Source: an optimization exercise on an open RTL-to-GDS flow (aim: small area, a short achievable clock period and few clock cycles per item). Production flows keep margins and buffers that such runs may drop. In this exercise RTL edits were held to simulation tests only and were not proved equivalent to the original. Power is estimated from default activity; no workload was simulated.

==> try-ember: inputs <==
==> flow/design.v <==
module bitwidth16 (
    input  wire [15:0] v,
    output reg  [4:0]  bits
);
    integer i;
    always @* begin
        bits = 5'd0;
        for (i = 0; i < 16; i = i + 1)
            if (v[i])
                bits = i + 1;
    end
endmodule
module filtcore (
    input  wire        clk,
    input  wire        rst,
    input  wire        cmd_valid,
    output wire        cmd_ready,
    input  wire [31:0] cmd_word,
    output wire        rsp_valid,
    input  wire        rsp_ready,
    output wire [31:0] rsp_word,
    output wire [1:0]  err_sticky
);
    reg [15:0] al_l, al_h;       
    reg        cfg_l, cfg_h;
    reg [15:0] last_l, last_h;
    reg [5:0]  al_n;
    reg [6:0]  om_n;             
    reg [3:0]  ash_n;
    reg        cfg_n;
    reg [9:0]  ls_n;             
    reg [1:0]  err_q;
    reg        va;               
    reg [1:0]  ua, oa;
    reg        ia;
    reg [15:0] xa;               
    reg [2:0]  sia;              
    reg        k_hi, k_mid, k_lo;    
    reg        ve;               
    reg        e_l, e_h, e_n;    
    reg        e_cin;            
    reg        e_fin;            
    reg        e_step;           
    reg        e_clr;            
    reg [1:0]  est;              
    reg [22:0] ep;               
    reg [6:0]  eb;               
    reg [15:0] ex;               
    reg        rv;               
    reg [1:0]  rs;
    reg [15:0] rr;               
    reg [15:0] rx;               
    reg        r_h;              
    wire en = !rv || rsp_ready;
    wire [1:0]  cu = cmd_word[19:18];
    wire [1:0]  co = cmd_word[17:16];
    wire [15:0] cd = cmd_word[15:0];
    wire cill = (cmd_word[31:20] != 12'd0) || (cu == 2'd3) ||
                (co == 2'd3 && cd != 16'd0);
    wire p_go;
    wire a_rel;
    assign cmd_ready = !rst && (!va || a_rel);
    wire accept = cmd_valid && cmd_ready;
    always @(posedge clk) begin
        if (rst)
            va <= 1'b0;
        else if (accept)
            va <= 1'b1;
        else if (a_rel)
            va <= 1'b0;
    end
    wire        cw;
    wire [15:0] new_al;
    wire        fw      = cw && ua == {1'b0, cu[0]};
    wire        big_new = new_al[15:7] != 9'd0;
    wire        big_c   = fw ? big_new : (cu[0] ? al_h[15:7] != 9'd0 : al_l[15:7] != 9'd0);
    wire        cfg_c   = fw || (cu[0] ? cfg_h : cfg_l);
    wire        slow_c  = !cill && !cu[1] && co == 2'd1 && cfg_c && big_c;
    wire [4:0]  cx_bits;
    bitwidth16 u_bw_x (.v(cd), .bits(cx_bits));
    wire [2:0]  csi   = (cx_bits > 5'd10) ? cx_bits - 5'd10 : 3'd0;
    wire [15:0] cxs   = cd >> csi;
    wire        cnorm = cu == 2'd2 && co == 2'd1;
    always @(posedge clk) begin
        if (accept) begin
            ua  <= cu;
            oa  <= co;
            ia  <= cill;
            xa  <= cnorm ? {6'd0, cxs[9:0]} : cd;
            sia <= csi;
        end
    end
    always @(posedge clk) begin
        if (accept) begin
            k_hi  <= slow_c;
            k_mid <= 1'b0;
            k_lo  <= 1'b0;
        end else if (p_go) begin
            k_hi  <= 1'b0;
            k_mid <= k_hi;
            k_lo  <= k_mid;
        end
    end
    wire basic   = !ua[1];
    wire is_init = oa == 2'd0;
    wire is_proc = oa == 2'd1;
    wire is_setc = oa == 2'd2;
    wire is_rst  = oa == 2'd3;
    wire [15:0] al_s  = ua[0] ? al_h : al_l;
    wire        cfg_s = ua[1] ? cfg_n : (ua[0] ? cfg_h : cfg_l);
    wire [8:0]  oh_s  = 9'd0 - al_s[15:7];       
    wire step = !ia && is_proc && cfg_s;
    wire fin  = !k_hi && !k_mid;
    assign p_go  = va && en;
    assign a_rel = p_go && fin;
    reg [6:0]  pa, pb;
    reg [15:0] px;
    always @* begin
        if (!basic) begin
            pa = {1'b0, al_n};
            pb = 7'd0;                   
            px = xa;
        end else begin
            px = xa;
            if (k_hi) begin
                pa = {5'd0, al_s[15:14]};
                pb = {5'd0, oh_s[8:7]};
            end else if (k_mid) begin
                pa = al_s[13:7];
                pb = oh_s[6:0];
            end else begin
                pa = al_s[6:0];
                pb = ~al_s[6:0];
            end
        end
    end
    wire [22:0] prod;
    mac7x16 u_mac_p (.b(pa), .l(px), .p(23'd0), .c(23'd0), .t(prod));
    wire [4:0]  nsh  = {1'b0, ash_n} + {2'd0, sia};
    reg [1:0] pst;
    always @* begin
        if (ia)                    pst = 2'd1;
        else if (is_proc && !cfg_s) pst = 2'd2;
        else                       pst = 2'd0;
    end
    assign new_al = xa + 16'd1;
    wire [4:0]  raw_bits;
    bitwidth16 u_bw_raw (.v(xa), .bits(raw_bits));
    wire [3:0]  new_ash = (raw_bits > 5'd6) ? raw_bits - 5'd6 : 4'd0;
    wire [15:0] raw_sh  = xa >> new_ash;
    assign cw = p_go && !ia && (is_init || is_setc);
    always @(posedge clk) begin
        if (!rst && cw && ua == 2'd0) al_l <= new_al;
        if (!rst && cw && ua == 2'd1) al_h <= new_al;
        if (!rst && cw && ua == 2'd2) begin
            al_n  <= raw_sh[5:0];
            om_n  <= 7'd64 - {1'b0, raw_sh[5:0]};
            ash_n <= new_ash;
        end
    end
    always @(posedge clk) begin
        if (rst) begin
            cfg_l <= 1'b0;
            cfg_h <= 1'b0;
            cfg_n <= 1'b0;
            err_q <= 2'd0;
        end else begin
            if (cw && ua == 2'd0) cfg_l <= 1'b1;
            if (cw && ua == 2'd1) cfg_h <= 1'b1;
            if (cw && ua == 2'd2) cfg_n <= 1'b1;
            if (p_go && pst == 2'd1) err_q[0] <= 1'b1;
            if (p_go && pst == 2'd2) err_q[1] <= 1'b1;
        end
    end
    always @(posedge clk) begin
        if (rst)
            ve <= 1'b0;
        else if (en)
            ve <= p_go;
    end
    always @(posedge clk) begin
        if (p_go) begin
            e_l    <= ua == 2'd0;
            e_h    <= ua == 2'd1;
            e_n    <= ua[1];
            e_cin  <= k_mid || k_lo;
            e_fin  <= fin;
            e_step <= step;
            e_clr  <= !ia && (is_init || is_rst);
            est    <= pst;
            ep     <= prod;
            eb     <= pb;
            ex     <= basic ? xa : {11'd0, nsh};
        end
    end
    wire e_go = ve && en;
    wire [15:0] el = e_h ? last_h : last_l;
    wire [15:0] ec = {16{e_cin}} & rr;
    wire [22:0] t;
    mac7x16 u_mac_e (.b(eb), .l(el), .p(ep), .c({ec, 7'd0}), .t(t));
    wire [15:0] yb = t[22:7];
    wire [15:0] s;
    mac7x10 u_mac_n (.b(om_n), .l(ls_n), .p(ep[15:0]), .t(s));
    wire [4:0]  e   = ex[4:0];
    wire [31:0] sh  = {16'd0, s} << e;
    wire        sat = sh[31:22] != 10'd0;
    wire [15:0] yn  = sat ? 16'hFFFF : sh[21:6];
    wire [4:0]  sb;
    bitwidth16 u_bw_s (.v(s), .bits(sb));
    wire [5:0]  ub  = {1'b0, sb} + {1'b0, e};        
    wire [15:0] top_r = s >> (sb - 5'd10);
    wire [15:0] top_l = s << (5'd10 - sb);
    wire [9:0]  top = (sb >= 5'd10) ? top_r[9:0] : top_l[9:0];
    wire [9:0]  ls_next = sat ? 10'h3FF : (ub > 6'd16) ? top : sh[15:6];
    always @(posedge clk) begin
        if (rst) begin
            last_l <= 16'd0;
            last_h <= 16'd0;
            ls_n   <= 10'd0;
        end else if (e_go) begin
            if (e_fin) begin
                if (e_l) begin
                    if (e_clr) last_l <= 16'd0;
                    else if (e_step) last_l <= yb;
                end
                if (e_h) begin
                    if (e_clr) last_h <= 16'd0;
                    else if (e_step) last_h <= yb;
                end
                if (e_n) begin
                    if (e_clr) ls_n <= 10'd0;
                    else if (e_step) ls_n <= ls_next;
                end
            end
        end
    end
    always @(posedge clk) begin
        if (rst)
            rv <= 1'b0;
        else if (en)
            rv <= e_go && e_fin;
    end
    always @(posedge clk) begin
        if (e_go) begin
            rs  <= est;
            rx  <= ex;
            r_h <= e_fin && e_step && e_h;
            if (e_fin && !e_step)
                rr <= 16'd0;
            else if (e_fin && e_n)
                rr <= yn;
            else if (e_fin)
                rr <= yb;
            else
                rr <= t[15:0];
        end
    end
    wire [16:0] hd  = {1'b0, rx} - {1'b0, rr};
    wire [15:0] hb  = hd[16] ? 16'd0 : hd[15:0];
    wire [15:0] res = r_h ? hb : rr;
    assign rsp_valid  = rv && !rst;
    assign rsp_word   = {14'd0, rs, res};
    assign err_sticky = err_q;
endmodule
module mac7x16 (
    input  wire [6:0]  b,
    input  wire [15:0] l,
    input  wire [22:0] p,
    input  wire [22:0] c,
    output wire [22:0] t
);
    wire [22:0] r0 = b[0] ? {7'd0, l}       : 23'd0;
    wire [22:0] r1 = b[1] ? {6'd0, l, 1'd0} : 23'd0;
    wire [22:0] r2 = b[2] ? {5'd0, l, 2'd0} : 23'd0;
    wire [22:0] r3 = b[3] ? {4'd0, l, 3'd0} : 23'd0;
    wire [22:0] r4 = b[4] ? {3'd0, l, 4'd0} : 23'd0;
    wire [22:0] r5 = b[5] ? {2'd0, l, 5'd0} : 23'd0;
    wire [22:0] r6 = b[6] ? {1'd0, l, 6'd0} : 23'd0;
    wire [22:0] s1a = r0 ^ r1 ^ r2;
    wire [22:0] c1a = {(r0 & r1 | r0 & r2 | r1 & r2), 1'b0};
    wire [22:0] s1b = r3 ^ r4 ^ r5;
    wire [22:0] c1b = {(r3 & r4 | r3 & r5 | r4 & r5), 1'b0};
    wire [22:0] s1c = r6 ^ p ^ c;
    wire [22:0] c1c = {(r6 & p | r6 & c | p & c), 1'b0};
    wire [22:0] s2a = s1a ^ c1a ^ s1b;
    wire [22:0] c2a = {(s1a & c1a | s1a & s1b | c1a & s1b), 1'b0};
    wire [22:0] s2b = c1b ^ s1c ^ c1c;
    wire [22:0] c2b = {(c1b & s1c | c1b & c1c | s1c & c1c), 1'b0};
    wire [22:0] s3 = s2a ^ c2a ^ s2b;
    wire [22:0] c3 = {(s2a & c2a | s2a & s2b | c2a & s2b), 1'b0};
    wire [22:0] s4 = s3 ^ c3 ^ c2b;
    wire [22:0] c4 = {(s3 & c3 | s3 & c2b | c3 & c2b), 1'b0};
    assign t = s4 + c4;
endmodule
module mac7x10 (
    input  wire [6:0]  b,
    input  wire [9:0]  l,
    input  wire [15:0] p,
    output wire [15:0] t
);
    wire [15:0] r0 = b[0] ? {6'd0, l}       : 16'd0;
    wire [15:0] r1 = b[1] ? {5'd0, l, 1'd0} : 16'd0;
    wire [15:0] r2 = b[2] ? {4'd0, l, 2'd0} : 16'd0;
    wire [15:0] r3 = b[3] ? {3'd0, l, 3'd0} : 16'd0;
    wire [15:0] r4 = b[4] ? {2'd0, l, 4'd0} : 16'd0;
    wire [15:0] r5 = b[5] ? {1'd0, l, 5'd0} : 16'd0;
    wire [15:0] r6 = b[6] ? {l, 6'd0}       : 16'd0;
    wire [15:0] s1a = r0 ^ r1 ^ r2;
    wire [15:0] c1a = {(r0 & r1 | r0 & r2 | r1 & r2), 1'b0};
    wire [15:0] s1b = r3 ^ r4 ^ r5;
    wire [15:0] c1b = {(r3 & r4 | r3 & r5 | r4 & r5), 1'b0};
    wire [15:0] s2a = s1a ^ c1a ^ s1b;
    wire [15:0] c2a = {(s1a & c1a | s1a & s1b | c1a & s1b), 1'b0};
    wire [15:0] s2b = c1b ^ r6 ^ p;
    wire [15:0] c2b = {(c1b & r6 | c1b & p | r6 & p), 1'b0};
    wire [15:0] s3 = s2a ^ c2a ^ s2b;
    wire [15:0] c3 = {(s2a & c2a | s2a & s2b | c2a & s2b), 1'b0};
    wire [15:0] s4 = s3 ^ c3 ^ c2b;
    wire [15:0] c4 = {(s3 & c3 | s3 & c2b | c3 & c2b), 1'b0};
    assign t = s4 + c4;
endmodule
==> flow/flow/run.sh <==
#!/bin/bash
set -euo pipefail
bash standard.sh SETUP_SLACK_MARGIN=7.5 finish > standard.log 2>&1
==> flow/standard.sh <==
#!/bin/bash
# synth_recipe.tcl (not shown) runs the flow's synth.tcl, then flattens the netlist and writes it again
# the make line also repeats each setting of config.mk as NAME=value (left out here)
make -C /OpenROAD-flow-scripts/flow DESIGN_CONFIG=/design/flow/config.mk WORK_HOME=/design/flow/orfs CLKGATE_MAP_FILE= SYNTH_SCRIPT=/design/flow/synth_recipe.tcl "${@:-finish}"
==> flow/config.mk <==
export PLATFORM = sky130hd
export DESIGN_NAME = filtcore
export DESIGN_NICKNAME = filtcore
export VERILOG_FILES = /design/flow/design.v
export SDC_FILE = /design/flow/constraint.sdc
export NUM_CORES = 4
export LEC_CHECK = 0
export CAP_MARGIN = 20
export CORE_MARGIN = 2
export CORE_UTILIZATION = 50
export SLEW_MARGIN = 20
==> flow/constraint.sdc <==
create_clock -name core_clock -period 14.0 [get_ports {clk}]
set_input_delay 2.8000 -clock core_clock [delete_from_list [all_inputs] [get_ports {clk}]]
set_output_delay 2.8000 -clock core_clock [all_outputs]
set_load 0.01 [all_outputs]
==> try-xenon: changes against try-ember <==
--- a/flow/design.v
+++ b/flow/design.v
@@ -26,5 +26,4 @@
     reg [15:0] last_l, last_h;
     reg [5:0]  al_n;
-    reg [6:0]  om_n;             
     reg [3:0]  ash_n;
     reg        cfg_n;
@@ -50,6 +49,4 @@
     reg [1:0]  rs;
     reg [15:0] rr;               
-    reg [15:0] rx;               
-    reg        r_h;              
     wire en = !rv || rsp_ready;
     wire [1:0]  cu = cmd_word[19:18];
@@ -60,5 +57,6 @@
     wire p_go;
     wire a_rel;
-    assign cmd_ready = !rst && (!va || a_rel);
+    reg rdy_x, rdy_y;
+    assign cmd_ready = !rst && (rdy_x || (rdy_y && rsp_ready));
     wire accept = cmd_valid && cmd_ready;
     always @(posedge clk) begin
@@ -79,6 +77,9 @@
     wire [4:0]  cx_bits;
     bitwidth16 u_bw_x (.v(cd), .bits(cx_bits));
-    wire [2:0]  csi   = (cx_bits > 5'd10) ? cx_bits - 5'd10 : 3'd0;
-    wire [15:0] cxs   = cd >> csi;
+    wire        ncoef = cu == 2'd2 && !co[0];
+    wire [4:0]  ck    = ncoef ? 5'd6 : 5'd10;
+    wire [3:0]  csa   = (cx_bits > ck) ? cx_bits - ck : 4'd0;
+    wire [15:0] cxs   = cd >> csa;
+    wire [2:0]  csi   = csa[2:0];
     wire        cnorm = cu == 2'd2 && co == 2'd1;
     always @(posedge clk) begin
@@ -87,5 +88,5 @@
             oa  <= co;
             ia  <= cill;
-            xa  <= cnorm ? {6'd0, cxs[9:0]} : cd;
+            xa  <= cnorm ? {6'd0, cxs[9:0]} : ncoef ? {6'd0, csa, cxs[5:0]} : cd;
             sia <= csi;
         end
@@ -119,5 +120,5 @@
         if (!basic) begin
             pa = {1'b0, al_n};
-            pb = 7'd0;                   
+            pb = 7'd64 - {1'b0, al_n};
             px = xa;
         end else begin
@@ -136,5 +137,8 @@
     end
     wire [22:0] prod;
-    mac7x16 u_mac_p (.b(pa), .l(px), .p(23'd0), .c(23'd0), .t(prod));
+    wire [22:0] pca, pcb;
+    wire [23:0] prod24;
+    mac7x16 u_mac_p (.b(pa), .l(px), .p(23'd0), .c(23'd0), .sa(pca), .sb(pcb), .t(prod24));
+    assign prod = prod24[22:0];
     wire [4:0]  nsh  = {1'b0, ash_n} + {2'd0, sia};
     reg [1:0] pst;
@@ -145,16 +149,11 @@
     end
     assign new_al = xa + 16'd1;
-    wire [4:0]  raw_bits;
-    bitwidth16 u_bw_raw (.v(xa), .bits(raw_bits));
-    wire [3:0]  new_ash = (raw_bits > 5'd6) ? raw_bits - 5'd6 : 4'd0;
-    wire [15:0] raw_sh  = xa >> new_ash;
-    assign cw = p_go && !ia && (is_init || is_setc);
+    assign cw = va && !ia && (is_init || is_setc);
     always @(posedge clk) begin
         if (!rst && cw && ua == 2'd0) al_l <= new_al;
         if (!rst && cw && ua == 2'd1) al_h <= new_al;
         if (!rst && cw && ua == 2'd2) begin
-            al_n  <= raw_sh[5:0];
-            om_n  <= 7'd64 - {1'b0, raw_sh[5:0]};
-            ash_n <= new_ash;
+            al_n  <= xa[5:0];
+            ash_n <= xa[9:6];
         end
     end
@@ -169,6 +168,6 @@
             if (cw && ua == 2'd1) cfg_h <= 1'b1;
             if (cw && ua == 2'd2) cfg_n <= 1'b1;
-            if (p_go && pst == 2'd1) err_q[0] <= 1'b1;
-            if (p_go && pst == 2'd2) err_q[1] <= 1'b1;
+            if (va && pst == 2'd1) err_q[0] <= 1'b1;
+            if (va && pst == 2'd2) err_q[1] <= 1'b1;
         end
     end
@@ -195,22 +194,47 @@
     end
     wire e_go = ve && en;
-    wire [15:0] el = e_h ? last_h : last_l;
+    wire [15:0] el = ({16{e_l}} & last_l) | ({16{e_h}} & last_h) |
+                     ({16{e_n}} & {6'd0, ls_n});
     wire [15:0] ec = {16{e_cin}} & rr;
     wire [22:0] t;
-    mac7x16 u_mac_e (.b(eb), .l(el), .p(ep), .c({ec, 7'd0}), .t(t));
+    wire [22:0] ta, tb;          
+    wire [23:0] t24;
+    mac7x16 u_mac_e (.b(eb), .l(el), .p(ep), .c({ec, 7'd0}), .sa(ta), .sb(tb), .t(t24));
+    assign t = t24[22:0];
+    wire        c7  = ({1'b0, ta[6:0]} + {1'b0, tb[6:0]}) >> 7;
+    wire [17:0] hx  = {2'b00, ex};
+    wire [17:0] hna = {2'b11, ~ta[22:7]};
+    wire [17:0] hnb = {2'b11, ~tb[22:7]};
+    wire [17:0] hs  = hx ^ hna ^ hnb;
+    wire [17:0] hc  = {(hx & hna | hx & hnb | hna & hnb), 1'b1};
+    wire [17:0] hd  = hs + hc + {17'd0, !c7};           
+    wire        hneg = t24[23] ? (hd[17] && !hd[16]) : hd[17];
+    wire [15:0] hb  = hneg ? 16'd0 : hd[15:0];
     wire [15:0] yb = t[22:7];
-    wire [15:0] s;
-    mac7x10 u_mac_n (.b(om_n), .l(ls_n), .p(ep[15:0]), .t(s));
+    wire [15:0] s   = t[15:0];
     wire [4:0]  e   = ex[4:0];
     wire [31:0] sh  = {16'd0, s} << e;
-    wire        sat = sh[31:22] != 10'd0;
+    reg  [15:0] m_sat, m_big;
+    integer i;
+    always @* begin
+        for (i = 0; i < 16; i = i + 1) begin
+            m_sat[i] = i + e >= 22;
+            m_big[i] = i + e >= 16;
+        end
+    end
+    wire        sat = (s & m_sat) != 16'd0;
+    wire        big = (s & m_big) != 16'd0;
     wire [15:0] yn  = sat ? 16'hFFFF : sh[21:6];
-    wire [4:0]  sb;
-    bitwidth16 u_bw_s (.v(s), .bits(sb));
-    wire [5:0]  ub  = {1'b0, sb} + {1'b0, e};        
-    wire [15:0] top_r = s >> (sb - 5'd10);
-    wire [15:0] top_l = s << (5'd10 - sb);
-    wire [9:0]  top = (sb >= 5'd10) ? top_r[9:0] : top_l[9:0];
-    wire [9:0]  ls_next = sat ? 10'h3FF : (ub > 6'd16) ? top : sh[15:6];
+    reg  [3:0]  s_msb;           
+    integer k;
+    always @* begin
+        s_msb = 4'd0;
+        for (k = 0; k < 16; k = k + 1)
+            if (s[k])
+                s_msb = k;
+    end
+    wire [15:0] nrm = s << (~s_msb);
+    wire [9:0]  top = nrm[15:6];
+    wire [9:0]  ls_next = sat ? 10'h3FF : big ? top : sh[15:6];
     always @(posedge clk) begin
         if (rst) begin
@@ -241,13 +265,22 @@
             rv <= e_go && e_fin;
     end
+    wire va_n    = !rst && (accept || (va && !a_rel));
+    wire k_hi_n  = accept ? slow_c : (p_go ? 1'b0 : k_hi);
+    wire k_mid_n = accept ? 1'b0 : (p_go ? k_hi : k_mid);
+    wire rv_n    = !rst && (en ? (e_go && e_fin) : rv);
+    wire fin_n   = !k_hi_n && !k_mid_n;
+    always @(posedge clk) begin
+        rdy_x <= !va_n || (fin_n && !rv_n);
+        rdy_y <= fin_n;
+    end
     always @(posedge clk) begin
         if (e_go) begin
             rs  <= est;
-            rx  <= ex;
-            r_h <= e_fin && e_step && e_h;
             if (e_fin && !e_step)
                 rr <= 16'd0;
             else if (e_fin && e_n)
                 rr <= yn;
+            else if (e_fin && e_h)
+                rr <= hb;
             else if (e_fin)
                 rr <= yb;
@@ -256,9 +289,6 @@
         end
     end
-    wire [16:0] hd  = {1'b0, rx} - {1'b0, rr};
-    wire [15:0] hb  = hd[16] ? 16'd0 : hd[15:0];
-    wire [15:0] res = r_h ? hb : rr;
     assign rsp_valid  = rv && !rst;
-    assign rsp_word   = {14'd0, rs, res};
+    assign rsp_word   = {14'd0, rs, rr};
     assign err_sticky = err_q;
 endmodule
@@ -268,5 +298,7 @@
     input  wire [22:0] p,
     input  wire [22:0] c,
-    output wire [22:0] t
+    output wire [22:0] sa,
+    output wire [22:0] sb,
+    output wire [23:0] t
 );
     wire [22:0] r0 = b[0] ? {7'd0, l}       : 23'd0;
@@ -291,31 +323,6 @@
     wire [22:0] s4 = s3 ^ c3 ^ c2b;
     wire [22:0] c4 = {(s3 & c3 | s3 & c2b | c3 & c2b), 1'b0};
-    assign t = s4 + c4;
-endmodule
-module mac7x10 (
-    input  wire [6:0]  b,
-    input  wire [9:0]  l,
-    input  wire [15:0] p,
-    output wire [15:0] t
-);
-    wire [15:0] r0 = b[0] ? {6'd0, l}       : 16'd0;
-    wire [15:0] r1 = b[1] ? {5'd0, l, 1'd0} : 16'd0;
-    wire [15:0] r2 = b[2] ? {4'd0, l, 2'd0} : 16'd0;
-    wire [15:0] r3 = b[3] ? {3'd0, l, 3'd0} : 16'd0;
-    wire [15:0] r4 = b[4] ? {2'd0, l, 4'd0} : 16'd0;
-    wire [15:0] r5 = b[5] ? {1'd0, l, 5'd0} : 16'd0;
-    wire [15:0] r6 = b[6] ? {l, 6'd0}       : 16'd0;
-    wire [15:0] s1a = r0 ^ r1 ^ r2;
-    wire [15:0] c1a = {(r0 & r1 | r0 & r2 | r1 & r2), 1'b0};
-    wire [15:0] s1b = r3 ^ r4 ^ r5;
-    wire [15:0] c1b = {(r3 & r4 | r3 & r5 | r4 & r5), 1'b0};
-    wire [15:0] s2a = s1a ^ c1a ^ s1b;
-    wire [15:0] c2a = {(s1a & c1a | s1a & s1b | c1a & s1b), 1'b0};
-    wire [15:0] s2b = c1b ^ r6 ^ p;
-    wire [15:0] c2b = {(c1b & r6 | c1b & p | r6 & p), 1'b0};
-    wire [15:0] s3 = s2a ^ c2a ^ s2b;
-    wire [15:0] c3 = {(s2a & c2a | s2a & s2b | c2a & s2b), 1'b0};
-    wire [15:0] s4 = s3 ^ c3 ^ c2b;
-    wire [15:0] c4 = {(s3 & c3 | s3 & c2b | c3 & c2b), 1'b0};
-    assign t = s4 + c4;
+    assign sa = s4;
+    assign sb = c4;
+    assign t  = {1'b0, s4} + {1'b0, c4};
 endmodule
==> flow/flow/run.sh (replaced) <==
#!/bin/bash
set -euo pipefail
bash standard.sh SYNTH_ARGS=-noabc 'BUFFER_PORTS_ARGS=-buffer_cell sky130_fd_sc_hd__buf_1' \
    SETUP_SLACK_MARGIN=7.6 finish > standard.log 2>&1
Settings changed: ABC_AREA set to 1, CORE_UTILIZATION 50 to 60, CTS_BUF_LIST set to sky130_fd_sc_hd__clkbuf_8, PLACE_DENSITY set to 0.7.
==> try-lagoon: changes against try-ember <==
--- a/flow/design.v
+++ b/flow/design.v
@@ -26,5 +26,4 @@
     reg [15:0] last_l, last_h;
     reg [5:0]  al_n;
-    reg [6:0]  om_n;             
     reg [3:0]  ash_n;
     reg        cfg_n;
@@ -51,5 +50,5 @@
     reg [15:0] rr;               
     reg [15:0] rx;               
-    reg        r_h;              
+    reg        r_h, r_n;         
     wire en = !rv || rsp_ready;
     wire [1:0]  cu = cmd_word[19:18];
@@ -119,5 +118,5 @@
         if (!basic) begin
             pa = {1'b0, al_n};
-            pb = 7'd0;                   
+            pb = 7'd64 - {1'b0, al_n};
             px = xa;
         end else begin
@@ -155,5 +154,4 @@
         if (!rst && cw && ua == 2'd2) begin
             al_n  <= raw_sh[5:0];
-            om_n  <= 7'd64 - {1'b0, raw_sh[5:0]};
             ash_n <= new_ash;
         end
@@ -195,15 +193,14 @@
     end
     wire e_go = ve && en;
-    wire [15:0] el = e_h ? last_h : last_l;
+    wire [15:0] el = ({16{e_l}} & last_l) | ({16{e_h}} & last_h) |
+                     ({16{e_n}} & {6'd0, ls_n});
     wire [15:0] ec = {16{e_cin}} & rr;
     wire [22:0] t;
     mac7x16 u_mac_e (.b(eb), .l(el), .p(ep), .c({ec, 7'd0}), .t(t));
     wire [15:0] yb = t[22:7];
-    wire [15:0] s;
-    mac7x10 u_mac_n (.b(om_n), .l(ls_n), .p(ep[15:0]), .t(s));
+    wire [15:0] s   = t[15:0];
     wire [4:0]  e   = ex[4:0];
     wire [31:0] sh  = {16'd0, s} << e;
     wire        sat = sh[31:22] != 10'd0;
-    wire [15:0] yn  = sat ? 16'hFFFF : sh[21:6];
     wire [4:0]  sb;
     bitwidth16 u_bw_s (.v(s), .bits(sb));
@@ -246,9 +243,8 @@
             rx  <= ex;
             r_h <= e_fin && e_step && e_h;
+            r_n <= e_fin && e_step && e_n;
             if (e_fin && !e_step)
                 rr <= 16'd0;
-            else if (e_fin && e_n)
-                rr <= yn;
-            else if (e_fin)
+            else if (e_fin && !e_n)
                 rr <= yb;
             else
@@ -258,5 +254,7 @@
     wire [16:0] hd  = {1'b0, rx} - {1'b0, rr};
     wire [15:0] hb  = hd[16] ? 16'd0 : hd[15:0];
-    wire [15:0] res = r_h ? hb : rr;
+    wire [31:0] rsh = {16'd0, rr} << rx[4:0];
+    wire [15:0] yn  = (rsh[31:22] != 10'd0) ? 16'hFFFF : rsh[21:6];
+    wire [15:0] res = r_h ? hb : r_n ? yn : rr;
     assign rsp_valid  = rv && !rst;
     assign rsp_word   = {14'd0, rs, res};
@@ -293,29 +291,2 @@
     assign t = s4 + c4;
 endmodule
-module mac7x10 (
-    input  wire [6:0]  b,
-    input  wire [9:0]  l,
-    input  wire [15:0] p,
-    output wire [15:0] t
-);
-    wire [15:0] r0 = b[0] ? {6'd0, l}       : 16'd0;
-    wire [15:0] r1 = b[1] ? {5'd0, l, 1'd0} : 16'd0;
-    wire [15:0] r2 = b[2] ? {4'd0, l, 2'd0} : 16'd0;
-    wire [15:0] r3 = b[3] ? {3'd0, l, 3'd0} : 16'd0;
-    wire [15:0] r4 = b[4] ? {2'd0, l, 4'd0} : 16'd0;
-    wire [15:0] r5 = b[5] ? {1'd0, l, 5'd0} : 16'd0;
-    wire [15:0] r6 = b[6] ? {l, 6'd0}       : 16'd0;
-    wire [15:0] s1a = r0 ^ r1 ^ r2;
-    wire [15:0] c1a = {(r0 & r1 | r0 & r2 | r1 & r2), 1'b0};
-    wire [15:0] s1b = r3 ^ r4 ^ r5;
-    wire [15:0] c1b = {(r3 & r4 | r3 & r5 | r4 & r5), 1'b0};
-    wire [15:0] s2a = s1a ^ c1a ^ s1b;
-    wire [15:0] c2a = {(s1a & c1a | s1a & s1b | c1a & s1b), 1'b0};
-    wire [15:0] s2b = c1b ^ r6 ^ p;
-    wire [15:0] c2b = {(c1b & r6 | c1b & p | r6 & p), 1'b0};
-    wire [15:0] s3 = s2a ^ c2a ^ s2b;
-    wire [15:0] c3 = {(s2a & c2a | s2a & s2b | c2a & s2b), 1'b0};
-    wire [15:0] s4 = s3 ^ c3 ^ c2b;
-    wire [15:0] c4 = {(s3 & c3 | s3 & c2b | c3 & c2b), 1'b0};
-    assign t = s4 + c4;
-endmodule
==> run summary <==
Outcome: try-ember complete, no violations; try-lagoon complete, no violations; try-xenon complete, no violations
Placed Cells: try-ember 3303; try-lagoon 3056; try-xenon 3121
Post CTS Setup Buffer Count: try-ember 107; try-lagoon 103; try-xenon 27
Area growth from synthesis to final layout: try-ember 19.4%; try-lagoon 20.9%; try-xenon 8.51%
Instance count on the critical path: try-ember 25; try-lagoon 34; try-xenon 29
Clk network pwr share: try-ember 13.2%; try-lagoon 10.5%; try-xenon 12.1%
Antenna cells: try-ember 1; try-lagoon 2; try-xenon 0
Combinational Power: try-ember 3.39 mW; try-lagoon 4.43 mW; try-xenon 2.58 mW
VDD IR max: try-ember 0.171 mV; try-lagoon 0.239 mV; try-xenon 0.232 mV
Cell Pwr Density: try-ember 166 nW/µm²; try-lagoon 215 nW/µm²; try-xenon 164 nW/µm²
Fraction of layout cells with a size suffix above 1: try-ember 18.3%; try-lagoon 19.9%; try-xenon 8.80%
Maximum achievable frequency: try-ember 145 MHz; try-lagoon 132 MHz; try-xenon 161 MHz
Top cell type's share of synthesized area: try-ember 19.8%; try-lagoon 21.0%; try-xenon 19.9%
Seq Cell Count: try-ember 215; try-lagoon 210; try-xenon 194
Post-CTS resize count: try-ember 299; try-lagoon 253; try-xenon 28
Arr. time, crit path: try-ember 7170 ps; try-lagoon 8000 ps; try-xenon 6470 ps
Total power of the final layout: try-ember 4.88 mW; try-lagoon 5.88 mW; try-xenon 3.74 mW
Fraction of power spent switching nets: try-ember 47.5%; try-lagoon 49.4%; try-xenon 52.1%
Met3 wire length: try-ember 5040 µm; try-lagoon 5280 µm; try-xenon 5100 µm
Portion of total power attributed to sequential cells: try-ember 17.2%; try-lagoon 14.2%; try-xenon 18.9%
Via count of the first global-routing pass: try-ember 20600; try-lagoon 19000; try-xenon 18500
Launch point of the worst reg-to-reg path: try-ember om_n[2]; try-lagoon e_l; try-xenon e_l
Post-route cell area: try-ember 29500 µm²; try-lagoon 27300 µm²; try-xenon 22800 µm²
GR Layer Usage met2: try-ember 50.5%; try-lagoon 48.2%; try-xenon 60.5%
Testbench counts of try-ember, summed over its fixed seeds: cycles 16,024, items 16,000.
Testbench counts of try-xenon, summed over its fixed seeds: cycles 16,024, items 16,000.
Testbench counts of try-lagoon, summed over its fixed seeds: cycles 16,024, items 16,000.

## re-timing with driven ports
In the flow no input, the clock included, has a driving cell. The finished layouts below were timed again as built, in two steps. Step 1 sets driving cells, clkbuf_16 on the clock port and buf_2 on the other inputs (assumed; they add their load-dependent delay and slew). Step 2 adds t to the input delays and takes it off the output delays; t is the mean of the earliest and latest rising clock arrival at the registers after step 1. Input paths then give back, and output paths get back, about the clock's delay inside the block. a / b / c = ideal / step 1 / step 2; a / b = the first two.
run	shift t [ns]	setup slack, ns	slew at the worst register clock pin (ns)
try-ember	0.612	7.115 / 7.115 / 7.115	0.07 / 0.07
try-xenon	0.555	7.787 / 7.783 / 7.715	0.12 / 0.12
try-lagoon	0.577	6.412 / 6.412 / 6.412	0.06 / 0.06
After both steps setup and hold are still met in every run listed. The setup slack of try-xenon, which loses most, moves by -0.004 ns with the drivers and by -0.072 ns with both steps.
